This is an optimization exercise on Yosys and OpenROAD, whose aim is small area, a short achievable clock period and few clock cycles, not a production implementation. Only simulation tests tie the RTL to the original design; equivalence was not proved. Power figures rest on the tool's default switching activity, not on a simulated workload.

===== design.v =====
module tbpm_rxdec (
    input  wire        clk,
    input  wire        rst,
    input  wire        cfg_we,
    input  wire [7:0]  cfg_pct,
    input  wire [15:0] cfg_floor,
    input  wire [1:0]  cfg_reg_len,
    input  wire        cfg_reg0,
    input  wire        cfg_reg1,
    input  wire        in_valid,
    output wire        in_ready,
    input  wire [31:0] in_data,
    input  wire        in_last,
    output wire        out_valid,
    input  wire        out_ready,
    output wire        rl_ok,
    output wire [3:0]  rl_cause,
    output wire [31:0] rl_word,
    output wire        fw_ok,
    output wire [3:0]  fw_cause,
    output wire [31:0] fw_word,
    output wire        dsp_ok,
    output wire [1:0]  dsp_tried,
    output wire [31:0] dsp_word
);
    reg [6:0]  tol_pct;
    reg [15:0] tol_floor;
    reg [1:0]  reg_len;
    reg        reg0, reg1;
    always @(posedge clk) begin
        if (rst) begin
            tol_pct   <= 7'd25;
            tol_floor <= 16'd10;
            reg_len   <= 2'd0;
            reg0      <= 1'b0;
            reg1      <= 1'b0;
        end else if (cfg_we && cfg_pct <= 8'd100 && cfg_reg_len <= 2'd2) begin
            tol_pct   <= cfg_pct[6:0];
            tol_floor <= cfg_floor;
            reg_len   <= cfg_reg_len;
            reg0      <= cfg_reg0;
            reg1      <= cfg_reg1;
        end
    end
    reg        r_v;            
    reg        r_last;
    reg        r_s;            
    reg        r_u;            
    reg [16:0] r_d;            
    reg        rdy;            
    reg        done;           
    reg [7:0]  n_ent;          
    wire keep    = !n_ent[7];
    wire odd     = n_ent[0];
    wire needfsm = (odd && keep) || r_last;
    wire stall   = r_v && done && needfsm;
    wire absorb  = r_v && !stall;
    wire fin     = absorb && r_last;
    wire take    = in_valid && rdy;
    always @(posedge clk) begin
        if (!stall) begin
            r_last <= in_last;
            r_s    <= in_data[31];
            r_u    <= (in_data[31:17] == 15'd0) || (in_data[31:17] == 15'h7fff);
            r_d    <= in_data[16:0];
        end
    end
    wire       r_v_nx    = !rst && (stall || take);
    wire       r_last_nx = stall ? r_last : in_last;
    wire [7:0] n_nx      = (rst || fin) ? 8'd0 : (absorb && keep) ? n_ent + 8'd1 : n_ent;
    wire       done_nx   = !rst && (fin || (done && !out_ready));
    wire       rdy_nx    = !(r_v_nx && done_nx && ((n_nx[0] && !n_nx[7]) || r_last_nx));
    reg j0;
    always @(posedge clk) begin
        r_v   <= r_v_nx;
        n_ent <= n_nx;
        j0    <= (n_nx[6:1] == 6'd0);
        done  <= done_nx;
        rdy   <= rdy_nx;
    end
    assign in_ready  = rdy;
    assign out_valid = done;
    wire [16:0] x = r_d ^ {17{r_s}};
    function lt18(input [17:0] a, input [17:0] b);
        integer i;
        reg l;
        begin
            l = 1'b0;
            for (i = 0; i < 18; i = i + 1)
                l = (!a[i] && b[i]) || ((!a[i] || b[i]) && l);
            lt18 = l;
        end
    endfunction
    function top18(input [17:0] a, input [17:0] b, input c);
        integer i;
        reg l;
        begin
            l = c;
            for (i = 0; i < 17; i = i + 1)
                l = (a[i] && b[i]) || ((a[i] || b[i]) && l);
            top18 = a[17] ^ b[17] ^ l;
        end
    endfunction
    function [35:0] csa18(input [17:0] a, input [17:0] b, input [17:0] c, input cin);
        reg [17:0] s, k;
        begin
            s = a ^ b ^ c;
            k = (a & b) | (a & c) | (b & c);
            csa18 = {k[16:0], cin, s};
        end
    endfunction
    wire [12:0] ta = j0 ? (odd ? {1'b0, tol_pct, 5'd0} : {tol_pct, 6'd0}) : {2'd0, tol_pct, 4'd0};
    wire [12:0] tb = j0 ? (odd ? {4'd0, tol_pct, 2'd0} : {5'd0, tol_pct, 1'b0}) : {6'd0, tol_pct};
    wire [17:0] nea = j0 ? (odd ? -18'sd2800 : -18'sd6200) : -18'sd1700;
    wire [17:0] da  = {1'b0, x} + nea + {17'd0, r_s};
    wire [16:0] va  = da[16:0] ^ {17{da[17]}};
    wire [35:0] la1 = csa18({5'd0, ta}, j0 ? {5'h1f, ~tb} : {5'd0, tb}, {2'd0, tol_floor}, j0);
    wire [35:0] la2 = csa18(la1[17:0], la1[35:18], {1'b0, ~va}, 1'b0);
    wire        in_a = top18(la2[17:0], la2[35:18], !da[17]);
    wire [17:0] db  = {1'b0, x} - 18'd550 + {17'd0, r_s};
    wire [16:0] vb  = db[16:0] ^ {17{db[17]}};
    wire [35:0] lb1 = csa18({9'd0, tol_pct, 2'd0}, {11'd0, tol_pct}, {12'd0, tol_pct[6:1]}, 1'b0);
    wire [35:0] lb2 = csa18(lb1[17:0], lb1[35:18], {2'd0, tol_floor}, 1'b0);
    wire [35:0] lb3 = csa18(lb2[17:0], lb2[35:18], {1'b0, ~vb}, 1'b0);
    wire        in_b = top18(lb3[17:0], lb3[35:18], !db[17] || tol_pct[0]);
    wire x_nz     = (r_d != 17'd0);
    wire is_mark  = !r_s && r_u && x_nz;
    wire is_space =  r_s && r_u;
    reg        m_hit;
    reg        m_rl;           
    reg [14:0] m_val;
    always @(posedge clk) begin
        if (absorb && !odd) begin
            m_hit  <= is_mark && (j0 ? in_a : in_b);
            m_rl   <= is_mark && (r_d[16:15] == 2'b00);
            m_val  <= r_d[14:0];
        end
    end
    wire fw_pre  = odd && m_hit && is_space && in_a;
    wire fw_one  = fw_pre;
    wire fw_zero = odd && m_hit && is_space && in_b;
    wire        rl_sig = odd && m_rl && is_space && (x[16:15] == 2'b00);
    wire [15:0] wsum   = {1'b0, m_val} + {1'b0, x[14:0]};      
    wire ge1 = !lt18({2'd0, wsum}, 18'd1562);
    wire ge2 = !lt18({2'd0, wsum}, 18'd4687);
    wire ge3 = !lt18({2'd0, wsum}, 18'd7812);
    wire ge4 = !lt18({2'd0, wsum}, 18'd10937);
    wire ge5 = !lt18({2'd0, wsum}, 18'd14062);
    wire ge6 = !lt18({2'd0, wsum}, 18'd17187);
    wire c_zero  = rl_sig && ge1 && !ge2;
    wire c_same  = rl_sig && ge2 && !ge3;
    wire c_one   = rl_sig && ge3 && !ge4;
    wire c_stop  = rl_sig && ge4 && !ge5;
    wire c_start = rl_sig && ge5 && !ge6;
    wire pev = absorb && ((odd && keep) || (n_ent == 8'd0 && r_last));
    wire p0  = pev && j0;
    wire [5:0] pidx = n_ent[6:1];
    reg [4:0]  rl_c;
    reg [15:0] rl_sh;
    reg [7:0]  rl_rep;
    reg        rl_repnz;
    reg [7:0]  rl_src, rl_cmd;
    reg        rl_long;        
    wire rl_bit = c_one || (c_same && rl_sh[0]);
    wire rl_idle = (rl_c == 5'd0);
    wire rl_stp  = (rl_c == 5'd18);
    wire rl_fin  = pev && !p0 && rl_stp && c_stop;
    always @(posedge clk) begin
        if (pev)
            rl_sh <= {rl_sh[14:0], rl_bit};
    end
    always @(posedge clk) begin
        if (pev) begin
            if (p0 || rl_idle)
                rl_c <= c_start ? 5'd1 : 5'd0;
            else if (!rl_stp && (c_zero || c_one || c_same))
                rl_c <= rl_c + 5'd1;
            else
                rl_c <= 5'd0;
        end
    end
    always @(posedge clk) begin
        if (rl_fin) begin
            rl_src <= rl_sh[15:8];
            rl_cmd <= rl_sh[7:0];
        end
    end
    wire [7:0] rep_nx   = p0 ? 8'd0 : (rl_fin && rl_rep != 8'hff) ? rl_rep + 8'd1 : rl_rep;
    wire       repnz_nx = p0 ? 1'b0 : (rl_repnz || rl_fin);
    wire       long_nx  = p0 ? 1'b0 : (rl_long || (absorb && n_ent == 8'd41));
    always @(posedge clk) begin
        rl_rep   <= rep_nx;
        rl_repnz <= repnz_nx;
        rl_long  <= long_nx;
    end
    reg        fw_stop;
    reg [2:0]  fw_cause_q;
    reg        fw_bad;
    reg [15:0] fw_p;
    localparam [14:0] FW_HDR = 15'h2008;
    wire fw_sym  = fw_one || fw_zero;
    wire fw_hexp = FW_HDR[4'd15 - pidx[3:0]];
    wire fw_hmis = fw_one ^ fw_hexp;
    wire fw_cmis = fw_one ^ fw_p[15] ^ fw_p[7];
    wire in_hdr  = (pidx <= 6'd15);
    wire in_chk  = (pidx >= 6'd32);
    reg        fw_stop_nx;
    reg [2:0]  fw_cause_nx;
    reg        fw_bad_nx;
    always @(*) begin
        fw_stop_nx  = fw_stop;
        fw_cause_nx = fw_cause_q;
        fw_bad_nx   = fw_bad;
        if (p0) begin
            fw_stop_nx  = !fw_pre;
            fw_cause_nx = fw_pre ? 3'd4 : 3'd2;
            fw_bad_nx   = 1'b0;
        end else if (pev && !fw_stop) begin
            if (!fw_sym) begin
                fw_stop_nx = 1'b1;
            end else if (in_hdr) begin
                if (pidx == 6'd15) begin
                    if (fw_bad || fw_hmis) begin
                        fw_stop_nx  = 1'b1;
                        fw_cause_nx = 3'd5;
                    end
                end else begin
                    fw_bad_nx = fw_bad || fw_hmis;
                end
            end else if (in_chk) begin
                if (pidx == 6'd39) begin
                    fw_stop_nx  = 1'b1;
                    fw_cause_nx = (fw_bad || fw_cmis) ? 3'd6 : 3'd0;
                end else begin
                    fw_bad_nx = fw_bad || fw_cmis;
                end
            end
        end
    end
    always @(posedge clk) begin
        fw_stop    <= fw_stop_nx;
        fw_cause_q <= fw_cause_nx;
        fw_bad     <= fw_bad_nx;
        if (pev && !in_hdr && pidx <= 6'd39)
            fw_p <= {fw_p[14:0], in_chk ? fw_p[15] : fw_one};
    end
    wire rl_ok_nx  = long_nx && repnz_nx;
    wire fw_ok_nx  = (fw_cause_nx == 3'd0);
    wire ok0_nx    = reg0 ? fw_ok_nx : rl_ok_nx;
    wire ok1_nx    = reg1 ? fw_ok_nx : rl_ok_nx;
    wire take0_nx  = (reg_len != 2'd0) && ok0_nx;
    wire take1_nx  = !take0_nx && (reg_len == 2'd2) && ok1_nx;
    reg rl_ok_q, fw_ok_q, sel_rl, sel_fw;
    reg [1:0] tried_q;
    always @(posedge clk) begin
        rl_ok_q <= rl_ok_nx;
        fw_ok_q <= fw_ok_nx;
        sel_rl  <= (take0_nx && !reg0) || (take1_nx && !reg1);
        sel_fw  <= (take0_nx &&  reg0) || (take1_nx &&  reg1);
        tried_q <= take0_nx ? 2'd1 : reg_len;
    end
    wire [23:0] rl_f = {rl_rep, rl_cmd, rl_src};
    wire [31:0] fw_f = {8'd1, fw_p[15:8], 4'd0, fw_p[3:0], 4'd0, fw_p[7:4]};
    assign rl_ok     = rl_ok_q;
    assign rl_cause  = {1'b0, {2{rl_long && !rl_repnz}}, !rl_ok_q};
    assign rl_word   = {8'd0, rl_f & {24{rl_ok_q}}};
    assign fw_ok     = fw_ok_q;
    assign fw_cause  = {1'b0, fw_cause_q};
    assign fw_word   = fw_f & {32{fw_ok_q}};
    assign dsp_ok    = sel_rl || sel_fw;
    assign dsp_tried = tried_q;
    assign dsp_word  = ({8'd0, rl_f} & {32{sel_rl}}) | (fw_f & {32{sel_fw}});
endmodule

===== flow/run.sh =====
#!/bin/bash
# Standard layout, with plain buf_1 cells as the port buffers.
set -euo pipefail
export BUFFER_PORTS_ARGS="-buffer_cell sky130_fd_sc_hd__buf_1"
bash standard.sh > standard_flow.log 2>&1

===== standard.sh =====
#!/bin/bash
# synth_recipe.tcl (not shown) runs the flow's synth.tcl, then flattens the netlist and writes it again
# the make line also repeats each setting of config.mk as NAME=value (left out here)
make -C /OpenROAD-flow-scripts/flow DESIGN_CONFIG=/design/flow/config.mk WORK_HOME=/design/flow/orfs CLKGATE_MAP_FILE= SYNTH_SCRIPT=/design/flow/synth_recipe.tcl "${@:-finish}"

===== config.mk =====
export PLATFORM = sky130hd
export DESIGN_NAME = tbpm_rxdec
export DESIGN_NICKNAME = tbpm_rxdec
export VERILOG_FILES = /design/flow/design.v
export SDC_FILE = /design/flow/constraint.sdc
export NUM_CORES = 4
export LEC_CHECK = 0
export CAP_MARGIN = 50
export CORE_MARGIN = 2
export CORE_UTILIZATION = 40
export CTS_BUF_LIST = sky130_fd_sc_hd__clkbuf_8
export SLEW_MARGIN = 70

===== constraint.sdc =====
create_clock -name core_clock -period 35.0 [get_ports {clk}]
set_input_delay 7.0000 -clock core_clock [delete_from_list [all_inputs] [get_ports {clk}]]
set_output_delay 7.0000 -clock core_clock [all_outputs]
set_load 0.01 [all_outputs]

==> metrics.yaml, run 1 <==
die:
  die_area_sq_um: 30050
  die_x_microns: 173.3
  start_util: 0.4095
  ios: 177
  placementRows: 61
  core_sq_um: 28010
  die_h_microns: 173.3
cts:
  cts_resized: 0
  insertion_delay_ns: 0.47
  clock_path_buffers: 2
  cts_setup_buffers: 0
  numCtsBuffers: 17
  cts_tree: "built"
  cts.clk_slew.worst_paths_ns: 0.11
  htreeDepth: 4
  cts-hold-fix-buffers: 0
  cts_root_buffer: "clkbuf_8"
  cts_sinks: 150
setup_path:
  start_kind: "flop"
  r2r_slack_ns: 27.71
  cp.required_ns: 28.00
  endpoint_kind: "output port"
  r2r_cells: 24
  worstSetupPathType: "reg2out"
  r2r-end: "tried_q[0]"
  arrival_ns: 1.35
  reg2reg_from: "r_s"
  critPathMaxFanout: 18
  startpoint: "sel_fw"
logic_synthesis:
  synth_area_sq_um: 11470
  avgSynthCellArea_sq_um: 9.550
  synth-seq-area-share: 0.3404
  ys_types: 96
  ys.flop_type: "edfxtp_1"
  yosys_warnings: 1
  ys_seq_elements: 150
  synth_edf_count: 90
  synthArstFlopShare: 0
  syn_inst: 1201
power_and_ir_drop:
  total_power_uw: 548.8
  power.density_nw_per_um2: 42.37
  ir_drop_uv: 23.53
  power.static_leakage_uw: 0.004892
routing:
  avgRoutedWirePerCell_microns: 16.66
  drt_iter0_markers: 575
  drt-total-wl_microns: 28720
  vias: 9168
  ant_nets: 0
  drt-vias-per-instance: 5.318
  dr.pass1.iters: 6
  remaining_drc_errors: 0
worst_hold_path:
  min_from: "rl_sh[15]"
  min_to: "rl_src[7]"
  hold_depth: 0
  hp-class: "reg2reg"
placed_design:
  dp_hpwl_microns: 21990
  globalplace.congestion: 0.9050
  dp_cells: 1691
  portBuffers: 144
cells_and_area:
  diodes: 0
  post-route-util: 0.4624
  final_nets: 1491
  final_cell_mix: "buf_1, nor2_1, edfxtp_1, inv_1, nand2_1"
  layout-drive-gt1-share: 0.09435
  syn2layout_area_growth_pct: 12.92
  stdcell_count: 1724
  final_common_cell: "buf_1"
global_route:
  grt_pass1_vias: 8784
  grt_max_degree: 40
  antenna_found_initial: 0
  grt.overflow.total: 0
  grt_pass1_wl_microns: 46420
  grtUsageTotal: 0.1914
timing:
  setup_violations: 0
  hold_viol: 0
  fin_crit_sh: 0.2386
  rsz0062_at_grt: "no"
  finalMaxSlewViolations: 0
  finClkSkew_ns: 0.02405
  holdWs_ns: 0.4331
  fin_crit_ns: 8.352
  fmax_ghz: 0.1197
  timing.setup.tns_ns: 0
flow_run:
  drv_cap: 0
run_status:
  status: "finished clean"
metal layers:
metal / global-route usage / share of wire / vias to the layer above
met4: 0.05332 / 0.016 / 0
li1: - / - / 4489
met5: 0 / 0 / -
met2: 0.3065 / 0.46 / 281
met1: 0.2708 / 0.47 / 4364
met3: 0.02697 / 0.053 / 34
area by class of cell:
type | instances | area, sq um
clock inverter | 15 | 193.9
fill | 2711 | 15060
clock buffer | 17 | 234.0
timing repair buffer | 160 | 664.4
sequential | 150 | 3919
tap | 378 | 473.0
multi-input combinational | 912 | 7121
inverter | 92 | 346.6
flip-flops by register name (all words and copies together) (netlist names), 2 cells and up:
register / flops
reg_len: 2
rl_src: 8
tried_q: 2
rl_sh: 16
rl_c: 5
tol_floor: 16
rl_rep: 8
rl_cmd: 8
m_val: 15
n_ent: 8
r_d: 17
fw_p: 16
tol_pct: 7
fw_cause_q: 3
power by group:
part	total [uW]	leakage, uW	switching (uW)	internal [uW]
logic	204	0.00333	117	86.5
registers	199	0.00135	6.89	192
clock network	146	0.000212	89.9	56.2
total	549	0.00489	214	335
per-stage QoR:
stage                     setup slack [ns]  area (sq um)
after floorplan                      25.84         11590
final                                26.65         12950
after CTS                            26.52         12840
after detailed placement             26.47         12420
after global placement               26.51         12240
after global routing                 26.55         12950
how the worst max path moves through the flow:
stage,to,slack (ns)
finish,dsp_word[9],26.65
CTS,rl_word[9],26.52
detailed placement,j0,26.47
floorplan,reg0,25.84
global route,rl_word[23],26.55
global placement,j0,26.51
kinds of logic (layout without fill, tap and decap cells):
logic type,count (synthesis),after routing,share of synthesized area
muxes,42,42,0.03742
other,1,32,0.0003269
DFF,150,150,0.3404
buffers and inverters,170,284,0.06927
and+or+nand+nor,378,378,0.1702
adders and majority gates,101,101,0.1358
xor gates and xnor gates,106,106,0.08934
AOI/OAI and AO/OA,253,253,0.1573
Yosys cell counts (8+ instances only):
cell	instances	area, sq um
fa_1	42	840.8
dfxtp_1	60	1201
xor2_1	36	315.3
inv_1	88	330.3
nand4_1	16	100.1
o21ai_0	36	180.2
nor3_1	23	115.1
and2_1	54	337.8
xnor2_1	62	543.0
o31ai_1	9	67.56
nand2b_1	13	81.33
nor2b_1	23	143.9
edfxtp_1	90	2703
nand3_1	21	105.1
buf_4	35	262.8
a211oi_1	16	120.1
a31oi_1	16	100.1
ha_1	50	625.6
nand2_1	61	229.0
a22o_1	18	157.7
maj3_1	8	80.08
a21oi_1	53	265.3
nor2_1	108	405.4
clkbuf_1	29	108.9
or4_1	10	75.07
mux2i_1	37	370.4
a21o_1	15	112.6
or2_2	11	68.82
and3_1	13	81.33
worst max-delay path, cell delays in order (launching register included):
cell and delay, ns:
dfxtp_2 0.54, a22o_1 0.20, buf_1 0.15
Testbench counts, summed over its fixed seeds: cycles 31,890.
==> run 2, diff against run 1 <==
--- a/config.mk
+++ b/config.mk
@@ -9,3 +9,3 @@
 export CORE_MARGIN = 2
-export CORE_UTILIZATION = 40
+export CORE_UTILIZATION = 60
 export CTS_BUF_LIST = sky130_fd_sc_hd__clkbuf_8
==> run 2 against run 1 <==
  * Cell area decreased by 1.8%
  * Critical path type unchanged
  * Highest routed layer unchanged
  * Global-route usage increased by 8.1 points
  * Sequential share of layout area increased by 0.55 points
  * Synthesized cell count unchanged
==> metrics.yaml, run 2 <==
run_status:
  status: "finished clean"
setup_path:
  endpoint_kind: "output port"
  worstSetupPathType: "reg2out"
  path_cells: "a22o_1 > buf_1"
  r2r-end: "tried_q[0]"
  reg2reg_from: "r_s"
  startpoint: "sel_fw"
  start_kind: "flop"
  r2r_slack_ns: 27.83
  r2r_cells: 24
  critPathMaxStageDelay_ns: 0.54
  cp.required_ns: 28.00
  worst_path_max_delay_cell: "dfxtp_2"
  critPathMaxFanout: 18
  arrival_ns: 1.36
logic_synthesis:
  synthMuxAreaShare: 0.03742
  synthArstFlopShare: 0
  synth_edf_count: 90
  synth_area_leaders: "edfxtp_1, dfxtp_1, fa_1, ha_1, xnor2_1"
  synth_top_family_by_area: "simple AND/OR/NAND/NOR gates"
  yosys.area_share.adder: 0.1358
  syn_inst: 1201
  synth_top_area_share: 0.2356
  yosys_warnings: 1
  synthSimpleGateAreaFrac: 0.1702
  synth_common_cells: "nor2_1, edfxtp_1, inv_1"
  yosysMostFrequentCell: "nor2_1"
  synthXorXnorAreaFrac: 0.08934
  ys_seq_elements: 150
  ys_types: 96
  synth-seq-area-share: 0.3404
  avgSynthCellArea_sq_um: 9.550
  ys.flop_type: "edfxtp_1"
  synth_compound_area_frac: 0.1573
  synth_area_sq_um: 11470
  synth_largest_area_cell: "edfxtp_1"
timing:
  rsz0062_at_grt: "no"
  timing.setup.tns_ns: 0
  setup_violations: 0
  finalMaxSlewViolations: 0
  hold_viol: 0
  fmax_ghz: 0.1197
  holdWs_ns: 0.4459
  fin_crit_ns: 8.357
  finClkSkew_ns: 0.02015
  setup_ws_ns: 26.64
  fin_crit_sh: 0.2388
cts:
  htreeDepth: 4
  cts_sinks: 150
  cts_resized: 0
  numCtsBuffers: 17
  cts.clk_slew.worst_paths_ns: 0.10
  clock_path_buffers: 2
  cts_tree: "built"
  cts_root_buffer: "clkbuf_8"
  cts_setup_buffers: 0
  cts-hold-fix-buffers: 0
  insertion_delay_ns: 0.48
power_and_ir_drop:
  p_int_uw: 332.7
  p_seq_frac: 0.369
  p_switching_uw: 206.3
  power.static_leakage_uw: 0.004869
  power.density_nw_per_um2: 42.37
  p_clk_frac: 0.256
  p_comb_frac: 0.374
  ir_drop_uv: 24.83
  p_sw_frac: 0.3828
flow_run:
  drv_cap: 0
global_route:
  grt_pass1_vias: 8499
  antenna_found_initial: 0
  grtUsageTotal: 0.2720
  grt_pass1_wl_microns: 43010
  grt_max_degree: 40
  grt.overflow.total: 0
routing:
  dr.pass1.iters: 5
  drt-vias-per-instance: 5.767
  remaining_drc_errors: 0
  drt_iter0_markers: 675
  drt-total-wl_microns: 26990
  ant_nets: 0
  vias: 9135
  avgRoutedWirePerCell_microns: 17.04
worst_hold_path:
  min_from: "rl_sh[15]"
  min_to: "rl_src[7]"
  hold_depth: 0
  hp-class: "reg2reg"
placed_design:
  dp_cells: 1549
  globalplace.congestion: 0.9471
  dpl-instance-area_sq_um: 12190
  portBuffers: 144
  dp_hpwl_microns: 20670
  place_worst_setup_slack_ns: 26.48
cells_and_area:
  stdcell_count: 1584
  layout-drive-gt1-share: 0.09407
  final_common_cell: "buf_1"
  top_register: "r_d"
  design_area_sq_um: 12720
  fillers: 1556
  syn2layout_area_growth_pct: 10.90
  final_nets: 1495
  final_cell_mix: "buf_1, nor2_1, edfxtp_1, inv_1, nand2_1"
  diodes: 0
  largest_register_ffs: 17
die:
  ios: 177
  start_util: 0.6132
  die_x_microns: 142.3
  core_sq_um: 18710
  die_h_microns: 142.3
  die_area_sq_um: 20240
  placementRows: 50
## run 2: per-stage QoR
stage	utilization	power [uW]
after CTS	0.6736	536.1
after global routing	0.6800	572.5
after global placement	0.6454	391.7
after detailed placement	0.6518	398.4
after floorplan	-	355.6
final	0.6800	538.9
## run 2: critical path, delay by kind of cell (launching register included)
| family | cells | cell delay, ns |
|---|---|---|
| flip-flops | 1 | 0.54 |
| AO/OA/AOI/OAI | 1 | 0.19 |
| buffers and inverters | 1 | 0.15 |
## run 2: worst max path at each step
stage | endpoint | slack [ns] | depth (start not counted)
floorplan | reg0 | 25.84 | 7
global placement | j0 | 26.51 | 6
detailed placement | j0 | 26.48 | 6
CTS | fw_word[9] | 26.53 | 2
global route | dsp_word[19] | 26.55 | 2
finish | dsp_word[9] | 26.64 | 2
## run 2: logic make-up (layout without fill, tap and decap cells)
| group | after synthesis | after routing |
|---|---|---|
| compound gates | 253 | 253 |
| flops | 150 | 150 |
| other cells | 1 | 32 |
| mux | 42 | 42 |
| xor+xnor | 106 | 106 |
| buf+inv | 170 | 288 |
| fa+ha+maj | 101 | 101 |
| simple gates | 378 | 378 |
## run 2: cell type report
class	instances	area, sq um	area share
clock buffer	17	234.0	0.01839
inverter	92	346.6	0.02725
multi-input combinational	912	7064	0.5554
tap	234	292.8	0.02302
sequential	150	3919	0.3081
timing repair buffer	164	689.4	0.05420
clock inverter	15	173.9	0.01367
## run 2: power by group through the flow
stage	clock network, uW	logic, uW	registers (uW)
floorplan	0	156	200
CTS	141	196	199
global route	148	225	200
finish	138	202	199
detailed placement	0	195	203
global placement	0	189	203
## run 2: per-layer routing
metal | vias up | track usage | part of all wire
li1 | 4480 | - | -
met4 | 0 | 0.07526 | 0.016
met1 | 4314 | 0.3870 | 0.47
met2 | 306 | 0.4378 | 0.46
met5 | - | 0 | 0
met3 | 35 | 0.03937 | 0.052
==> run 3, diff against run 2 <==
--- a/config.mk
+++ b/config.mk
@@ -7,6 +7,6 @@
 export LEC_CHECK = 0
-export CAP_MARGIN = 50
+export CAP_MARGIN = 20
 export CORE_MARGIN = 2
-export CORE_UTILIZATION = 60
+export CORE_UTILIZATION = 40
 export CTS_BUF_LIST = sky130_fd_sc_hd__clkbuf_8
-export SLEW_MARGIN = 70
+export SLEW_MARGIN = 20
==> run 3 against run 2 <==
  * Still clean
  * Global-route usage decreased by 8.1 points
  * Fmax decreased by 4.8%
  * Utilization decreased by 23 points
  * Hold slack got worse by 0.014 ns
  * First-iteration DRC count decreased by 2.5%
  * Routed wire length increased by 5.8%
  * Clock-buffer cell count unchanged
  * Cell area decreased by 0.37%
  * Clock power increased by 5%
  * Critical endpoint is now dsp_word[23]
  * Largest cell class unchanged
  * Largest power group is now sequential cells
==> metrics.yaml, run 3 <==
timing:
  rsz0062_at_grt: "no"
  fin_crit_ns: 8.777
  fin_crit_sh: 0.2508
  finClkSkew_ns: 0.02052
  setup_ws_ns: 26.22
  fmax_ghz: 0.1139
  hold_viol: 0
  finalMaxSlewViolations: 0
  tightest_slew_ns: 1.089
  setup_violations: 0
  timing.setup.tns_ns: 0
  relSlewSlack: 0.2714
logic_synthesis:
  synth_area_sq_um: 11470
  synth_top_area_share: 0.2356
  synthArstFlopShare: 0
  synth_edf_count: 90
  syn_inst: 1201
  synth_largest_area_cell: "edfxtp_1"
  avgSynthCellArea_sq_um: 9.550
  synth_common_cells: "nor2_1, edfxtp_1, inv_1"
  ys_seq_elements: 150
  ys.flop_type: "edfxtp_1"
  synth-seq-area-share: 0.3404
  yosysMostFrequentCell: "nor2_1"
  yosys_warnings: 1
  synth_area_leaders: "edfxtp_1, dfxtp_1, fa_1, ha_1, xnor2_1"
  ys_types: 96
cts:
  cts_resized: 0
  cts_setup_buffers: 0
  htreeDepth: 4
  cts-hold-fix-buffers: 0
  numCtsBuffers: 17
  cts.clk_slew.worst_paths_ns: 0.11
  clock_path_buffers: 2
  cts_root_buffer: "clkbuf_8"
  cts_tree: "built"
  insertion_delay_ns: 0.47
  cts_sinks: 150
routing:
  ant_nets: 0
  drt-total-wl_microns: 28550
  drt_iter0_markers: 658
  remaining_drc_errors: 0
  avgRoutedWirePerCell_microns: 16.61
  vias: 9094
  drt-vias-per-instance: 5.290
  dr.pass1.iters: 5
global_route:
  grt.overflow.total: 0
  grtUsageTotal: 0.1907
  grt_pass1_vias: 8702
  antenna_found_initial: 0
  grt_max_degree: 40
  grt_pass1_wl_microns: 46340
placed_design:
  globalplace.congestion: 0.9050
  place_worst_setup_slack_ns: 26.46
  portBuffers: 144
  dp_hpwl_microns: 21950
die:
  start_util: 0.4095
  placementRows: 61
  die_h_microns: 173.3
  die_x_microns: 173.3
  ios: 177
  die_area_sq_um: 30050
  core_sq_um: 28010
worst_hold_path:
  min_to: "rl_src[7]"
  hp-class: "reg2reg"
  hold_depth: 0
  min_from: "rl_sh[15]"
setup_path:
  cp.required_ns: 28.00
  r2r_slack_ns: 26.86
  arrival_ns: 1.78
  reg2reg_from: "j0"
  worstSetupPathType: "reg2out"
  r2r-end: "tried_q[0]"
  path_cells: "a22o_1 > buf_1"
  worst_path_max_delay_cell: "dfxtp_1"
  endpoint_kind: "output port"
  start_kind: "flop"
  critPathMaxFanout: 25
  critPathMaxStageDelay_ns: 0.89
  r2r_cells: 24
cells_and_area:
  layout-drive-gt1-share: 0.06413
  top_register: "r_d"
  largest_register_ffs: 17
  diodes: 0
  final_common_cell: "buf_1"
  fillers: 2710
  final_cell_mix: "buf_1, nor2_1, edfxtp_1, inv_1, xnor2_1"
  final_nets: 1486
  syn2layout_area_growth_pct: 10.48
power_and_ir_drop:
  power.density_nw_per_um2: 42.67
  power.static_leakage_uw: 0.004795
  total_power_uw: 540.8
  ir_drop_uv: 26.53
flow_run:
  drv_cap: 0
run_status:
  status: "finished clean"
run 3: changes by cell type in the layout (fill, tap and decap cells not counted), moves of 3 or more:
cell and change:
dfxtp_1 +10, dfxtp_2 -9, xor2_1 +5, buf_2 -4, xnor2_1 +4, xnor2_2 -4, xor2_2 -4, buf_6 -3
o21ai_0 +3
run 3: cell type report:
class                      instances  area (sq um)  area share
clock buffer                      17         234.0     0.01846
clock inverter                    15         193.9     0.01530
inverter                          92         345.3     0.02725
multi-input combinational        912          6899      0.5444
sequential                       150          3904      0.3081
tap                              378         473.0     0.03732
timing repair buffer             155         623.1     0.04917
run 3: report_power, final:
part	total [uW]	leakage (uW)	switching, uW	internal, uW
registers	199	0.00135	6.94	192
clock network	145	0.000212	89.3	56.2
logic	196	0.00324	114	82.4
total	541	0.00479	210	331
run 3: cell families (layout without fill, tap and decap cells):
group                    count (synthesis)  in the layout  synth area share
XOR/XNOR                               106            106           0.08934
adder cells (fa/ha/maj)                101            101            0.1358
AO/OA/AOI/OAI                          253            253            0.1573
buffers and inverters                  170            279           0.06927
other                                    1             32         0.0003269
AND/OR/NAND/NOR                        378            378            0.1702
multiplexers                            42             42           0.03742
flip-flops                             150            150            0.3404
run 3: worst max-delay path, delay by kind of cell (launching register included):
kind | cells | cell delay [ns]
AOI/OAI and AO/OA | 1 | 0.27
buffers and inverters | 1 | 0.15
DFF | 1 | 0.89
run 3: metal layers:
metal	global-route usage	wire (microns)	up-vias	share of wire
met3	0.02982	1430	22	0.050
li1	-	-	4475	-
met2	0.3098	13120	271	0.46
met5	0	0	-	0
met1	0.2711	13740	4326	0.48
met4	0.03496	264	0	0.0092
run 3: through the flow:
stage               instances  hold slack (ns)  cell area, sq um  utilization
floorplan                1232           0.4003             11590            -
global placement         1687           0.4075             12240       0.4371
detailed placement       1687           0.4071             12240       0.4371
CTS                      1719           0.4357             12670       0.4524
global route             1719           0.4412             12670       0.4524
finish                   1719           0.4320             12670       0.4524
run 3: how the worst max path moves through the flow:
stage	from	end	slack (ns)	cells past startpoint
CTS	sel_rl	dsp_word[23]	26.21	2
floorplan	cfg_pct[0]	reg0	25.84	7
global placement	rst	j0	26.51	6
global route	rl_ok_q	rl_word[23]	26.09	3
finish	sel_rl	dsp_word[23]	26.22	2
detailed placement	rst	j0	26.46	6
==> run 4, diff against run 3 <==
--- a/config.mk
+++ b/config.mk
@@ -7,3 +7,3 @@
 export LEC_CHECK = 0
-export CAP_MARGIN = 20
+export CAP_MARGIN = 30
 export CORE_MARGIN = 2
@@ -11,2 +11,2 @@
 export CTS_BUF_LIST = sky130_fd_sc_hd__clkbuf_8
-export SLEW_MARGIN = 20
+export SLEW_MARGIN = 50
==> run 4 against run 3 <==
  * Hold slack gained 0.0037 ns
  * Largest cell class unchanged
  * Combinational power is essentially flat
  * First-iteration DRC count shrank 9.3%
  * Die area is the same
  * Sequential power is essentially flat
  * Fmax grew 2.0%
  * Largest power group unchanged
  * Sequential share of layout area is essentially flat
  * Synthesized area is the same
==> metrics.yaml, run 4 <==
run_status:
  status: "finished clean"
routing:
  drt-vias-per-instance: 5.319
  avgRoutedWirePerCell_microns: 16.71
  dr.pass1.iters: 5
  ant_nets: 0
  drt-total-wl_microns: 28730
  remaining_drc_errors: 0
  vias: 9143
  drt_iter0_markers: 597
power_and_ir_drop:
  p_clk_frac: 0.269
  p_sw_frac: 0.3883
  p_seq_frac: 0.368
  ir_drop_uv: 20.15
  p_int_uw: 330.8
  p_comb_frac: 0.363
  p_switching_uw: 209.9
  power.density_nw_per_um2: 42.63
  power.static_leakage_uw: 0.004798
  total_power_uw: 540.7
setup_path:
  endpoint_kind: "output port"
  path_cells: "a22o_1 > buf_1"
  arrival_ns: 1.61
  critPathMaxStageDelay_ns: 0.75
  cp_top_family: "flip-flops"
  cp.required_ns: 28.00
  critPathMaxFanout: 18
  crit_buf_inv: 1
  worstSetupPathType: "reg2out"
  start_kind: "flop"
  worst_path_max_delay_cell: "dfxtp_1"
logic_synthesis:
  synth_largest_area_cell: "edfxtp_1"
  synth-seq-area-share: 0.3404
  ys_seq_elements: 150
  synth_common_cells: "nor2_1, edfxtp_1, inv_1"
  synthArstFlopShare: 0
  syn_inst: 1201
  synth_area_leaders: "edfxtp_1, dfxtp_1, fa_1, ha_1, xnor2_1"
  yosys_warnings: 1
  synth_edf_count: 90
  ys.flop_type: "edfxtp_1"
  synth_top_area_share: 0.2356
  synth_area_sq_um: 11470
  avgSynthCellArea_sq_um: 9.550
  yosysMostFrequentCell: "nor2_1"
  ys_types: 96
cells_and_area:
  top_register: "r_d"
  final_common_cell: "buf_1"
  largest_register_ffs: 17
  post-route-util: 0.4528
  syn2layout_area_growth_pct: 10.58
  final_cell_mix: "buf_1, nor2_1, edfxtp_1, inv_1, xnor2_1"
  layout-drive-gt1-share: 0.06861
  final_nets: 1486
  fillers: 2733
  diodes: 0
cts:
  insertion_delay_ns: 0.47
  cts_root_buffer: "clkbuf_8"
  clock_path_buffers: 2
  numCtsBuffers: 17
  cts_sinks: 150
  cts_setup_buffers: 0
  cts.clk_slew.worst_paths_ns: 0.12
  cts-hold-fix-buffers: 0
  cts_tree: "built"
  cts_resized: 0
  htreeDepth: 4
die:
  die_h_microns: 173.3
  ios: 177
  die_area_sq_um: 30050
  die_x_microns: 173.3
  core_sq_um: 28010
  placementRows: 61
  start_util: 0.4095
placed_design:
  dp_hpwl_microns: 21980
  place_worst_setup_slack_ns: 26.44
  portBuffers: 144
  globalplace.congestion: 0.9050
timing:
  rsz0062_at_grt: "no"
  hold_viol: 0
  relSlewSlack: 0.5060
  setup_ws_ns: 26.39
  fmax_ghz: 0.1162
  fin_crit_sh: 0.2459
  holdWs_ns: 0.4357
  tightest_slew_ns: 0.7386
  finClkSkew_ns: 0.02617
  timing.setup.tns_ns: 0
  finalMaxSlewViolations: 0
  fin_crit_ns: 8.606
  setup_violations: 0
global_route:
  grt.overflow.total: 0
  antenna_found_initial: 0
  grtUsageTotal: 0.1901
  grt_pass1_vias: 8744
  grt_max_degree: 40
  grt_pass1_wl_microns: 46090
flow_run:
  drv_cap: 0
worst_hold_path:
  hp-class: "reg2reg"
==> run 4: cell count changes in the layout (fill, tap and decap cells not counted) <==
cell / before / now
and2_1: 54 / 53
and2_2: 0 / 1
clkinv_8: 5 / 4
dfxtp_1: 60 / 58
dfxtp_2: 0 / 2
inv_8: 4 / 5
nand2b_1: 13 / 12
nand2b_2: 0 / 1
nor2_1: 108 / 107
nor2_2: 0 / 1
xor2_1: 36 / 35
xor2_2: 2 / 3
==> run 4: layout make-up <==
| class | instances | area, sq um | share of cell area |
|---|---|---|---|
| Multi-Input combinational cell | 912 | 6913 | 0.5450 |
| Sequential cell | 150 | 3906 | 0.3080 |
| Timing Repair Buffer | 155 | 623.1 | 0.04913 |
| Tap cell | 378 | 473.0 | 0.03729 |
| Inverter | 92 | 345.3 | 0.02723 |
| Clock buffer | 17 | 234.0 | 0.01845 |
| Clock inverter | 15 | 188.9 | 0.01490 |
==> run 4: per-stage QoR <==
stage | cells | cell area (sq um)
after floorplan | 1232 | 11590
after global routing | 1719 | 12680
final | 1719 | 12680
after detailed placement | 1687 | 12260
after CTS | 1719 | 12680
after global placement | 1687 | 12240
==> run 4: final timing paths <==
kind                   from     endpoint  slack (ns)  depth (start not counted)
setup / recovery     sel_fw  dsp_word[9]       26.39                          2
setup reg to reg         j0   tried_q[0]       27.06                         24
hold reg to reg   rl_sh[15]    rl_src[7]        0.44                          0
hold / removal    rl_sh[15]    rl_src[7]        0.44                          0
==> run 4: cells by family after synthesis <==
family / Yosys count / synth area share
AOI/OAI and AO/OA: 253 / 0.1573
xor gates and xnor gates: 106 / 0.08934
adders and majority gates: 101 / 0.1358
buffers and inverters: 170 / 0.06927
DFF: 150 / 0.3404
muxes: 42 / 0.03742
other: 1 / 0.0003269
and+or+nand+nor: 378 / 0.1702
==> run 4: power by group through the flow <==
stage	registers (uW)	logic, uW	clock network [uW]
2_1_floorplan	200	156	0
3_3_place_gp	203	191	0
3_5_place_dp	203	194	0
4_1_cts	199	196	150
5_1_grt	200	220	157
6_report	199	196	145
==> run 4: per-layer routing <==
layer,share of wire,track usage
met1,0.48,0.2659
met3,0.043,0.02346
met5,0,0
met2,0.47,0.3123
met4,0.012,0.04838
==> run 5, diff against run 4 <==
--- a/config.mk
+++ b/config.mk
@@ -7,3 +7,3 @@
 export LEC_CHECK = 0
-export CAP_MARGIN = 30
+export CAP_MARGIN = 70
 export CORE_MARGIN = 2
@@ -11,2 +11,2 @@
 export CTS_BUF_LIST = sky130_fd_sc_hd__clkbuf_8
-export SLEW_MARGIN = 50
+export SLEW_MARGIN = 85
==> run 5 against run 4 <==
  * Utilization increased by 12 points
  * Global-route usage up 2.0 points
  * Still clean on timing, DRC and antenna
  * Synthesized cell count did not move
==> metrics.yaml, run 5 <==
run_status:
  status: "finished clean"
cts:
  htreeDepth: 4
  cts_resized: 0
  cts-hold-fix-buffers: 0
  cts_tree: "built"
  numCtsBuffers: 17
  cts_root_buffer: "clkbuf_8"
  cts_sinks: 150
  clock_path_buffers: 2
  cts_setup_buffers: 0
  insertion_delay_ns: 0.47
  cts.clk_slew.worst_paths_ns: 0.10
logic_synthesis:
  synth_common_cells: "nor2_1, edfxtp_1, inv_1"
  syn_inst: 1201
  ys.flop_type: "edfxtp_1"
  synth_top_area_share: 0.2356
  synthArstFlopShare: 0
  synth_area_leaders: "edfxtp_1, dfxtp_1, fa_1, ha_1, xnor2_1"
  yosysMostFrequentCell: "nor2_1"
  avgSynthCellArea_sq_um: 9.550
  synth_edf_count: 90
  yosys_warnings: 1
  synth_area_sq_um: 11470
  ys_seq_elements: 150
  ys_types: 96
  synth-seq-area-share: 0.3404
  synth_largest_area_cell: "edfxtp_1"
power_and_ir_drop:
  ir_drop_uv: 30.78
  power.density_nw_per_um2: 40.83
  power.static_leakage_uw: 0.005932
setup_path:
  start_kind: "flop"
  cp.required_ns: 35.36
  crit_buf_inv: 21
  worstSetupPathType: "reg2reg"
  cp_top_family: "buffers and inverters"
  crit_top_cell: "clkdlybuf4s50_1"
  endpoint_kind: "flop"
  arrival_ns: 11.15
  cp.depth: 36
  r2r_cells: 36
  worst_path_max_delay_cell: "clkdlybuf4s50_1"
  critPathMaxFanout: 7
  critPathMaxStageDelay_ns: 0.55
timing:
  finClkSkew_ns: 0.02036
  timing.setup.tns_ns: 0
  rsz0062_at_grt: "no"
  setup_ws_ns: 24.22
  fin_crit_sh: 0.3081
  fmax_ghz: 0.09272
  fin_crit_ns: 10.78
  setup_violations: 0
  hold_viol: 0
  finalMaxSlewViolations: 0
cells_and_area:
  layout-drive-gt1-share: 0.2948
  diodes: 0
  final_cell_mix: "buf_1, nor2_1, edfxtp_1, inv_1, nand2_1"
  final_nets: 1668
  fillers: 2318
  final_common_cell: "buf_1"
  largest_register_ffs: 17
  syn2layout_area_growth_pct: 40.44
  top_register: "r_d"
  stdcell_count: 1901
placed_design:
  dp_hpwl_microns: 25020
  globalplace.congestion: 0.9050
  portBuffers: 144
  dp_cells: 1840
  place_worst_setup_slack_ns: 25.37
global_route:
  antenna_found_initial: 0
  grtUsageTotal: 0.2102
  grt_pass1_wl_microns: 51160
  grt.overflow.total: 0
  grt_pass1_vias: 9873
  grt_max_degree: 32
die:
  die_area_sq_um: 30050
  ios: 177
  start_util: 0.4095
  core_sq_um: 28010
  die_x_microns: 173.3
  placementRows: 61
  die_h_microns: 173.3
routing:
  route.top_layer_used: "met4"
  drt-vias-per-instance: 5.299
  dr_wl_met3_microns: 1631
  wl_met1_microns: 14380
  ant_nets: 0
  avgRoutedWirePerCell_microns: 17.21
  remaining_drc_errors: 0
  dr_wl_met2_microns: 16070
  vias: 10070
  drt-total-wl_microns: 32720
  dr.pass1.iters: 5
  drt_iter0_markers: 753
worst_hold_path:
  hp-class: "reg2reg"
  hold_depth: 0
flow_run:
  drv_cap: 0
[run 5: logic make-up after synthesis]
logic type | synth area share
muxes | 0.03742
AOI/OAI and AO/OA | 0.1573
DFF | 0.3404
adders and majority gates | 0.1358
buffers and inverters | 0.06927
other | 0.0003269
xor gates and xnor gates | 0.08934
and+or+nand+nor | 0.1702
[run 5: cell type report]
| type | count | area (sq um) | share of cell area |
|---|---|---|---|
| Inverter | 92 | 355.3 | 0.02206 |
| Tap cell | 378 | 473.0 | 0.02936 |
| Sequential cell | 150 | 3969 | 0.2464 |
| Timing Repair Buffer | 337 | 1928 | 0.1197 |
| Clock buffer | 17 | 234.0 | 0.01453 |
| Clock inverter | 15 | 177.7 | 0.01103 |
| Multi-Input combinational cell | 912 | 8971 | 0.5569 |
[run 5: worst reg2reg max path, delay by kind of cell (launching register included)]
kind	cells	cell delay [ns]
buffers and inverters	21	7.42
and+or+nand+nor	6	0.98
adders and majority gates	3	0.86
DFF	1	0.42
xor gates and xnor gates	2	0.21
AOI/OAI and AO/OA	4	0.81
[run 5: final timing paths]
kind / from / endpoint / slack, ns
max: r_s / rl_rep[4] / 24.22
max reg2reg: r_s / rl_rep[4] / 24.22
min reg2reg: rl_sh[15] / rl_src[7] / 0.43
min: rl_sh[15] / rl_src[7] / 0.43
[run 5: report_power, final]
| group | switching (uW) | internal, uW | total [uW] |
|---|---|---|---|
| clock | 88.0 | 54.9 | 143 |
| sequential | 5.78 | 192 | 197 |
| combinational | 169 | 148 | 317 |
| total | 263 | 395 | 658 |
[run 5: metal layers]
metal  GRT usage  up-vias
li1            -     4818
met4     0.05332        0
met2      0.3528      353
met5           0        -
met3     0.02939       45
met1      0.2863     4857
[run 5: per-stage QoR]
stage	total power, uW	utilization	cell area, sq um	hold WS [ns]
5_1_grt	694.9	0.5751	16110	0.4376
3_5_place_dp	482.4	0.5313	14880	0.4071
3_3_place_gp	393.5	0.4371	12240	0.4075
6_report	657.7	0.5751	16110	0.4294
4_1_cts	626.6	0.5460	15290	0.4337
2_1_floorplan	355.6	-	11590	0.4003
==> run 6, diff against run 5 <==
--- a/config.mk
+++ b/config.mk
@@ -7,3 +7,4 @@
 export LEC_CHECK = 0
-export CAP_MARGIN = 70
+export ABC_AREA = 1
+export CAP_MARGIN = 50
 export CORE_MARGIN = 2
@@ -11,2 +12,2 @@
 export CTS_BUF_LIST = sky130_fd_sc_hd__clkbuf_8
-export SLEW_MARGIN = 85
+export SLEW_MARGIN = 70
==> run 6 against run 5 <==
  * Still clean
  * Hold slack improved by 0.014 ns
  * First-iteration DRC count down 41%
  * Power shrank 21%
  * Final cell count fell by 1.5%
  * Cell area shrank 24%
  * Combinational power is 38% lower
  * Global-route usage is 3.1 points lower
  * Synthesized area down 3.5%
  * Critical path type is now reg2out
==> metrics.yaml, run 6 <==
run_status:
  status: "finished clean"
cells_and_area:
  multi_input_comb_area_sq_um: 5892
  post-route-util: 0.4546
  fillers: 2784
  diodes: 0
  layout-drive-gt1-share: 0.08165
  final_common_cell: "inv_1"
  regArea_sq_um: 3915
  largest_register_ffs: 17
  top_register: "r_d"
  syn2layout_area_growth_pct: 11.02
  final_cell_mix: "inv_1, nand2_1, buf_1, edfxtp_1, nor2_1"
  final_nets: 1676
worst_hold_path:
  hp-class: "reg2reg"
  min_from: "rl_sh[2]"
cts:
  cts_setup_buffers: 0
  numCtsBuffers: 17
  htreeDepth: 4
  cts_resized: 0
  cts_root_buffer: "clkbuf_8"
  cts_sinks: 150
  cts_tree: "built"
  clock_path_buffers: 2
  cts-hold-fix-buffers: 0
  insertion_delay_ns: 0.47
  cts.clk_slew.worst_paths_ns: 0.09
timing:
  hold_viol: 0
  fmax_ghz: 0.1161
  holdWs_ns: 0.4438
  setup_ws_ns: 26.38
  rsz0062_at_grt: "no"
  timing.setup.tns_ns: 0
  fin_crit_sh: 0.2462
  setup_violations: 0
  finalMaxSlewViolations: 0
  finClkSkew_ns: 0.01856
  fin_crit_ns: 8.616
logic_synthesis:
  syn_inst: 1377
  avgSynthCellArea_sq_um: 8.037
  synthSimpleGateAreaFrac: 0.2024
  synthArstFlopShare: 0
  synth_area_leaders: "edfxtp_1, dfxtp_1, inv_1, nand2_1, fa_1"
  synthXorXnorAreaFrac: 0.07111
  synth_common_cells: "inv_1, nand2_1, edfxtp_1"
  synth_compound_area_frac: 0.1093
  synth-seq-area-share: 0.3527
  synth_area_sq_um: 11070
  ys_types: 61
  synth_largest_area_cell: "edfxtp_1"
  ys.flop_type: "edfxtp_1"
  synth_edf_count: 90
  synthMuxAreaShare: 0
  yosysMostFrequentCell: "inv_1"
  yosys_warnings: 1
  synth_top_family_by_area: "simple AND/OR/NAND/NOR gates"
  synth_top_area_share: 0.2442
  ys_seq_elements: 150
  yosys.area_share.adder: 0.1325
setup_path:
  startpoint: "sel_rl"
  endpoint_kind: "output port"
  critPathMaxFanout: 18
  start_kind: "flop"
  reg2reg_from: "r_s"
  arrival_ns: 1.62
  worstSetupPathType: "reg2out"
  cp.required_ns: 28.00
die:
  core_sq_um: 27030
  placementRows: 60
  die_x_microns: 170.3
  ios: 177
  die_h_microns: 170.3
  start_util: 0.4095
  die_area_sq_um: 29010
power_and_ir_drop:
  power.static_leakage_uw: 0.005759
  power.density_nw_per_um2: 42.34
  ir_drop_uv: 19.66
  total_power_uw: 520.3
routing:
  drt-vias-per-instance: 4.743
  dr.pass1.iters: 5
  drt_iter0_markers: 445
  vias: 8879
  remaining_drc_errors: 0
  ant_nets: 0
  drt-total-wl_microns: 25060
  avgRoutedWirePerCell_microns: 13.39
global_route:
  grt_pass1_vias: 8437
  antenna_found_initial: 0
  grt_pass1_wl_microns: 41140
  grt_max_degree: 37
  grtUsageTotal: 0.1788
  grt.overflow.total: 0
placed_design:
  place_worst_setup_slack_ns: 26.51
  portBuffers: 144
  globalplace.congestion: 0.8762
  dp_hpwl_microns: 19930
flow_run:
  drv_cap: 0
==> run 6: cell count changes in the layout (fill, tap and decap cells not counted), moves of 34 or more <==
cell / previous run / this run
nand3_1: 20 / 57
xnor2_2: 44 / 5
buf_1: 192 / 144
clkdlybuf4s50_1: 38 / 0
xor2_1: 15 / 53
and2_1: 50 / 1
inv_1: 86 / 274
o21ai_0: 10 / 71
nand2_1: 55 / 269
clkbuf_2: 34 / 0
==> run 6: logic make-up (layout without fill, tap and decap cells) <==
family,after synthesis,count (layout)
simple gates,502,502
buf+inv,346,469
compound gates,203,203
flops,150,150
fa+ha+maj,92,92
xor+xnor,83,83
other cells,1,32
==> run 6: per-layer routing <==
metal  track usage  wire length (microns)
met5             0                      0
met2        0.3148                  12130
met1        0.2294                  11660
met4       0.04534                    297
met3       0.02767                    968
==> run 6: through the flow <==
stage,instances,instance area (sq um)
final,1872,12290
after global routing,1872,12290
after CTS,1872,12240
after detailed placement,1840,11890
after global placement,1839,11830
after floorplan,1408,11180
==> run 6: area by class of cell <==
type,instances,share of cell area
clock buffers,18,0.02016
multi-input cells,912,0.4795
clock inverters,14,0.008452
repair buffers,154,0.05173
flip-flops and latches,150,0.3186
inverters,283,0.08676
well taps,341,0.03472
==> run 6: worst max-delay path, cell delays in order (launching register included) <==
cell and delay, ns:
dfxtp_2 0.54, inv_1 0.19, o21ai_0 0.24, buf_1 0.18
==> run 6: path summary, 6_finish.rpt <==
path                                      to  slack (ns)  cells after the start
worst min-delay path               rl_cmd[2]        0.44                      0
worst max-delay path            dsp_word[23]       26.38                      3
worst min register to register     rl_cmd[2]        0.44                      0
worst max register to register        sel_fw       29.08                     50
==> run 6: power by group <==
group | switching [uW] | internal [uW]
Sequential | 6.63 | 193
Combinational | 121 | 76.7
Clock | 71.9 | 51.6
Total | 199 | 321
==> run 7, diff against run 6 <==
--- a/config.mk
+++ b/config.mk
@@ -7,3 +7,2 @@
 export LEC_CHECK = 0
-export ABC_AREA = 1
 export CAP_MARGIN = 50
@@ -11,3 +10,4 @@
 export CORE_UTILIZATION = 40
-export CTS_BUF_LIST = sky130_fd_sc_hd__clkbuf_8
+export CTS_BUF_LIST = sky130_fd_sc_hd__clkbuf_4 sky130_fd_sc_hd__clkbuf_8
+export CTS_CLUSTER_SIZE = 10
 export SLEW_MARGIN = 70
==> run 7 against run 6 <==
  * Cell area rose by 5.4%
  * Highest routed layer unchanged
  * First-iteration DRC count rose by 29%
  * Still clean
  * Sequential cell count did not move
  * Sequential share of layout area fell by 1.6 points
  * Utilization rose by 0.77 points
  * Synthesized area rose by 3.6%
  * Routed wire length rose by 15%
  * Final cell count fell by 7.9%
  * Critical path depth fell by 1
  * Largest cell class unchanged
  * Global-route usage rose by 1.3 points
  * Clock-buffer cell count fell by 1
==> metrics.yaml, run 7 <==
setup_path:
  r2r_cells: 24
  critPathCapture: "dsp_word[9]"
  cp.required_ns: 28.00
  r2r-end: "tried_q[0]"
  worst_path_max_delay_cell: "dfxtp_2"
  critPathMaxFanout: 18
  worstSetupPathType: "reg2out"
  arrival_ns: 1.35
  reg2reg_from: "r_s"
  critPathMaxStageDelay_ns: 0.54
  start_kind: "flop"
  startpoint: "sel_fw"
  endpoint_kind: "output port"
  r2r_slack_ns: 27.71
  path_cells: "a22o_1 > buf_1"
timing:
  fmax_ghz: 0.1197
  rsz0062_at_grt: "no"
  hold_viol: 0
  fin_crit_ns: 8.352
  finalMaxSlewViolations: 0
  fin_crit_sh: 0.2386
  setup_violations: 0
  setup_ws_ns: 26.65
  timing.setup.tns_ns: 0
  finClkSkew_ns: 0.02405
logic_synthesis:
  synthArstFlopShare: 0
  yosys_warnings: 1
  yosysMostFrequentCell: "nor2_1"
  synth_area_sq_um: 11470
  syn_inst: 1201
  synth_edf_count: 90
  synth_top_area_share: 0.2356
  synth_common_cells: "nor2_1, edfxtp_1, inv_1"
  synth_area_leaders: "edfxtp_1, dfxtp_1, fa_1, ha_1, xnor2_1"
  synth_largest_area_cell: "edfxtp_1"
  synth-seq-area-share: 0.3404
  ys_seq_elements: 150
  ys_types: 96
  avgSynthCellArea_sq_um: 9.550
  ys.flop_type: "edfxtp_1"
cells_and_area:
  largest_register_ffs: 17
  final_nets: 1491
  layout-drive-gt1-share: 0.09435
  fillers: 2711
  diodes: 0
  final_cell_mix: "buf_1, nor2_1, edfxtp_1, inv_1, nand2_1"
  final_common_cell: "buf_1"
  top_register: "r_d"
  syn2layout_area_growth_pct: 12.92
die:
  start_util: 0.4095
  ios: 177
  placementRows: 61
  die_area_sq_um: 30050
  die_x_microns: 173.3
  core_sq_um: 28010
  die_h_microns: 173.3
worst_hold_path:
  hp-class: "reg2reg"
cts:
  cts.clk_slew.worst_paths_ns: 0.11
  cts_resized: 0
  cts_setup_buffers: 0
  clock_path_buffers: 2
  cts_sinks: 150
  cts_root_buffer: "clkbuf_8"
  cts-hold-fix-buffers: 0
  insertion_delay_ns: 0.47
  htreeDepth: 4
  cts_tree: "built"
  numCtsBuffers: 17
power_and_ir_drop:
  p_seq_frac: 0.362
  p_clk_frac: 0.266
  power.static_leakage_uw: 0.004892
  ir_drop_uv: 23.53
  p_sw_frac: 0.3901
  p_comb_frac: 0.371
  p_switching_uw: 214.1
  power.density_nw_per_um2: 42.37
  p_int_uw: 334.7
  total_power_uw: 548.8
routing:
  ant_nets: 0
  avgRoutedWirePerCell_microns: 16.66
  drt-total-wl_microns: 28720
  drt_iter0_markers: 575
  drt-vias-per-instance: 5.318
  dr.pass1.iters: 6
  remaining_drc_errors: 0
  vias: 9168
global_route:
  grt_pass1_wl_microns: 46420
  grt.overflow.total: 0
  grt_pass1_vias: 8784
  grtUsageTotal: 0.1914
  antenna_found_initial: 0
  grt_max_degree: 40
run_status:
  status: "finished clean"
placed_design:
  portBuffers: 144
  globalplace.congestion: 0.9050
  place_worst_setup_slack_ns: 26.47
  dp_hpwl_microns: 21990
flow_run:
  drv_cap: 0
## run 7: changes by cell type after synthesis, moves of 15 or more
| cell | delta |
|---|---|
| inv_1 | -184 |
| and2_1 | +53 |
| mux2i_1 | +37 |
| nand3_1 | -36 |
| nor2_1 | +29 |
| nor2b_1 | +23 |
| a211oi_1 | +15 |
| xnor2_1 | +40 |
| xor2_1 | -20 |
| nand2_1 | -209 |
| o21ai_0 | -37 |
| nand2_2 | -15 |
## run 7: worst min-delay path by stage
stage	slack [ns]	endpoint	startpoint	depth (start not counted)
floorplan	0.40	rl_src[7]	rl_sh[15]	0
global placement	0.41	rl_src[7]	rl_sh[15]	0
detailed placement	0.41	rl_src[7]	rl_sh[15]	0
CTS	0.44	rl_src[7]	rl_sh[15]	0
global route	0.44	rl_src[7]	rl_sh[15]	0
finish	0.43	rl_src[7]	rl_sh[15]	0
## run 7: power groups by stage
| stage | clock, uW | sequential [uW] | combinational (uW) |
|---|---|---|---|
| final | 146 | 199 | 204 |
| after global routing | 157 | 200 | 229 |
| after CTS | 151 | 199 | 198 |
| after detailed placement | 0 | 203 | 197 |
| after global placement | 0 | 203 | 191 |
| after floorplan | 0 | 200 | 156 |
## run 7: layout make-up
class,count,area (sq um),share of cell area
tap,378,473.0,0.03652
multi-input combinational,912,7121,0.5498
timing repair buffer,160,664.4,0.05130
clock inverter,15,193.9,0.01497
clock buffer,17,234.0,0.01807
sequential,150,3919,0.3026
inverter,92,346.6,0.02676
## run 7: kinds of logic (layout without fill, tap and decap cells)
group           count (synthesis)  after routing  share of synthesized area
xor+xnor                      106            106                    0.08934
flops                         150            150                     0.3404
other cells                     1             32                  0.0003269
simple gates                  378            378                     0.1702
compound gates                253            253                     0.1573
mux                            42             42                    0.03742
buf+inv                       170            284                    0.06927
fa+ha+maj                     101            101                     0.1358
## run 7: through the flow
step	util	hold slack (ns)	instance area (sq um)	instances
after global routing	0.4624	0.4409	12950	1724
final	0.4624	0.4331	12950	1724
after detailed placement	0.4433	0.4071	12420	1691
after CTS	0.4586	0.4360	12840	1723
after floorplan	-	0.4003	11590	1232
after global placement	0.4371	0.4075	12240	1687
## run 7: routing by layer
layer  share of wire  up-vias  wire, microns  GRT usage
li1                -     4489              -          -
met1            0.47     4364          13640     0.2708
met2            0.46      281          13080     0.3065
met3           0.053       34           1533    0.02697
met4           0.016        0            464    0.05332
met5               0        -              0          0
## run 7: critical path, delay by kind of cell, from the launching register on
family | cells | cell delay [ns]
flops | 1 | 0.54
buf+inv | 1 | 0.15
compound gates | 1 | 0.20
==> run 8, diff against run 7 <==
==> flow/run.sh (replaced) <==
#!/bin/bash
# Standard layout, with plain buf_1 cells as the port buffers; the timing
# repair steps may resize across footprints and aim for 27 ns of setup slack.
set -euo pipefail
export BUFFER_PORTS_ARGS="-buffer_cell sky130_fd_sc_hd__buf_1"
bash standard.sh MATCH_CELL_FOOTPRINT=0 SETUP_SLACK_MARGIN=27 finish > standard_flow.log 2>&1
--- a/config.mk
+++ b/config.mk
@@ -7,2 +7,3 @@
 export LEC_CHECK = 0
+export ABC_AREA = 1
 export CAP_MARGIN = 50
@@ -10,4 +11,3 @@
 export CORE_UTILIZATION = 40
-export CTS_BUF_LIST = sky130_fd_sc_hd__clkbuf_4 sky130_fd_sc_hd__clkbuf_8
-export CTS_CLUSTER_SIZE = 10
+export CTS_BUF_LIST = sky130_fd_sc_hd__clkbuf_8
 export SLEW_MARGIN = 70
==> run 8 against run 7 <==
  * Hold slack better by 0.017 ns
  * Utilization up 2.2 points
  * Power is 1.8% lower
  * Synthesized cell count up 15%
  * Cell area rose by 1.0%
  * Fmax about the same
  * Clock-buffer cell count did not move
  * Still clean
  * Synthesized area fell by 3.5%
  * Clock skew shrank 0.0098 ns
  * Via count down 0.92%
==> metrics.yaml, run 8 <==
run_status:
  status: "finished clean"
logic_synthesis:
  synth_area_sq_um: 11070
  ys.flop_type: "edfxtp_1"
  ys_types: 61
  synth_common_cells: "inv_1, nand2_1, edfxtp_1"
  synth_largest_area_cell: "edfxtp_1"
  synth_area_leaders: "edfxtp_1, dfxtp_1, inv_1, nand2_1, fa_1"
  avgSynthCellArea_sq_um: 8.037
  synth_top_area_share: 0.2442
  synthArstFlopShare: 0
  ys_seq_elements: 150
  yosys_warnings: 1
  syn_inst: 1377
  synth_edf_count: 90
  yosysMostFrequentCell: "inv_1"
  synth-seq-area-share: 0.3527
setup_path:
  critPathMaxStageDelay_ns: 0.40
  worst_path_max_delay_cell: "dfxtp_4"
  worstSetupPathType: "reg2out"
  cp.required_ns: 28.00
  start_kind: "flop"
  path_cells: "inv_1 > o21ai_1 > clkbuf_2"
  endpoint_kind: "output port"
  critPathMaxFanout: 8
  arrival_ns: 1.34
timing:
  rsz0062_at_grt: "yes"
  fmax_ghz: 0.1198
  finClkSkew_ns: 0.01421
  setup_violations: 0
  fin_crit_sh: 0.2384
  hold_viol: 0
  fin_crit_ns: 8.345
  timing.setup.tns_ns: 0
  finalMaxSlewViolations: 0
cts:
  cts_root_buffer: "clkbuf_8"
  cts_tree: "built"
  numCtsBuffers: 17
  cts-hold-fix-buffers: 0
  insertion_delay_ns: 0.45
  htreeDepth: 4
  clock_path_buffers: 2
  cts.clk_slew.worst_paths_ns: 0.09
  cts_sinks: 150
routing:
  vias: 9084
  drt_iter0_markers: 344
  drt-vias-per-instance: 4.809
  ant_nets: 0
  remaining_drc_errors: 0
  dr.pass1.iters: 5
  avgRoutedWirePerCell_microns: 13.86
  drt-total-wl_microns: 26180
placed_design:
  dp_hpwl_microns: 19810
  dp_cells: 1840
  dpl-instance-area_sq_um: 11890
  globalplace.congestion: 0.8360
  portBuffers: 144
global_route:
  grt.overflow.total: 0
  grt_max_degree: 37
  antenna_found_initial: 0
  grt_pass1_wl_microns: 41590
  grt_pass1_vias: 8606
  grtUsageTotal: 0.1802
die:
  ios: 177
  core_sq_um: 27030
  die_x_microns: 170.3
  start_util: 0.4095
  placementRows: 60
  die_area_sq_um: 29010
  die_h_microns: 170.3
cells_and_area:
  final_cell_mix: "inv_1, nand2_1, edfxtp_1, nor2_1, buf_1"
  stdcell_count: 1889
  layout-drive-gt1-share: 0.1919
  design_area_sq_um: 13080
  largest_register_ffs: 17
  top_register: "r_d"
  diodes: 0
  final_nets: 1693
  syn2layout_area_growth_pct: 18.23
  final_common_cell: "inv_1"
  fillers: 2623
worst_hold_path:
  hp-class: "reg2reg"
power_and_ir_drop:
  p_int_uw: 336.0
  p_clk_frac: 0.264
  ir_drop_uv: 26.92
  power.static_leakage_uw: 0.006372
  power.density_nw_per_um2: 41.20
  p_sw_frac: 0.3768
  p_switching_uw: 203.1
  p_comb_frac: 0.367
  p_seq_frac: 0.369
flow_run:
  drv_cap: 0
## run 8: cell count changes in the layout (fill, tap and decap cells not counted), moves of 24 or more
cell     previous run  this run
xnor2_1            55        21
inv_1              88       245
buf_1             145        68
nor2_1            106        78
nand3_1            21        57
nand2_4             0        24
nand2_2             0        36
inv_2               3        35
nand2_1            61       229
and2_1             53         1
buf_6               2        34
mux2i_1            35         0
o21ai_0            34        63
## run 8: layout make-up
| type | count | area, sq um | share of cell area |
|---|---|---|---|
| clock buffer | 17 | 234.0 | 0.01788 |
| clock inverter | 15 | 180.2 | 0.01377 |
| inverter | 283 | 1070 | 0.08176 |
| multi-input combinational | 912 | 6086 | 0.4651 |
| sequential | 150 | 3936 | 0.3009 |
| tap | 341 | 426.7 | 0.03261 |
| timing repair buffer | 171 | 1151 | 0.08798 |
## run 8: kinds of logic after synthesis
kind of cell | count (synthesis) | synth area share
simple gates | 502 | 0.2024
buf+inv | 346 | 0.1316
compound gates | 203 | 0.1093
flops | 150 | 0.3527
fa+ha+maj | 92 | 0.1325
xor+xnor | 83 | 0.07111
other cells | 1 | 0.0003388
## run 8: metrics by stage
step	setup WS (ns)	total power [uW]	utilization	hold WS [ns]
2_1_floorplan	26.95	360.5	-	0.4003
5_1_grt	26.56	585.3	0.4841	0.4693
3_5_place_dp	26.54	399.6	0.4398	0.4253
6_report	26.66	539.1	0.4841	0.4498
3_3_place_gp	26.32	396.5	0.4376	0.4037
4_1_cts	26.65	544.6	0.4709	0.4558
## run 8: layer usage
layer,vias up,routed length (microns),global-route usage
met5,-,0,0
met4,0,416,0.04794
met3,25,1000,0.02860
met2,223,13210,0.3256
met1,4187,11550,0.2228
li1,4649,-,-
## run 8: worst paths after layout
check / end / depth (start not counted) / start / slack [ns]
min: rl_sh[15] / 0 / rl_sh[14] / 0.45
max reg2reg: sel_fw / 51 / r_s / 29.15
max: dsp_word[17] / 3 / sel_rl / 26.66
min reg2reg: rl_sh[15] / 0 / rl_sh[14] / 0.45
## run 8: critical path, delay by kind of cell, from the launching register on
family / cells / cell delay (ns)
buffers and inverters: 2 / 0.29
AOI/OAI and AO/OA: 1 / 0.19
DFF: 1 / 0.40
## run 8: what timing repair did
action / in CTS / in global routing
gates cloned: 4 / 0
gates resized for setup: 187 / 100
pin swaps: 16 / 3
endpoints found under the setup margin: 76 / 94
buffers inserted: 9 / 4
## run 8: power by group through the flow
stage	combinational (uW)	clock (uW)	sequential [uW]
2_1_floorplan	159	0	201
3_3_place_gp	193	0	203
3_5_place_dp	196	0	203
4_1_cts	199	147	199
5_1_grt	231	155	200
6_report	198	142	199

## separate check: timing with driven ports
The results above use ideal ports. As a check the final layouts listed here were re-extracted and re-timed, cells and wires unchanged.
Step 1 assumes that a clkbuf_16 drives the clock port and a buf_2 every other input.
Step 2 times the ports against the registers' clock, not the clock port: input delays grow and output delays shrink by t, the midpoint of the rising clock arrivals with the driver on.
Slacks: ideal / step 1 / step 2; pairs: ideal / step 1.
run | t, ns | slack for setup (ns) | clock arrival spread, ns
run 1 | 0.511 | 26.648 / 26.599 / 26.445 | 0.024 / 0.024
run 2 | 0.518 | 26.643 / 26.598 / 26.422 | 0.020 / 0.020
run 3 | 0.512 | 26.223 / 26.174 / 26.449 | 0.021 / 0.021
run 4 | 0.509 | 26.394 / 26.346 / 26.436 | 0.026 / 0.026
run 5 | 0.511 | 24.215 / 24.215 / 24.091 | 0.020 / 0.020
run 6 | 0.504 | 26.384 / 26.342 / 26.501 | 0.019 / 0.020
run 7 | 0.511 | 26.648 / 26.599 / 26.445 | 0.024 / 0.024
run 8 | 0.489 | 26.655 / 26.612 / 26.593 | 0.016 / 0.015
After both steps setup and hold are still met in every run listed. For run 2, which loses most, drivers alone change the setup slack by -0.045 ns; drivers and shift together by -0.221 ns.
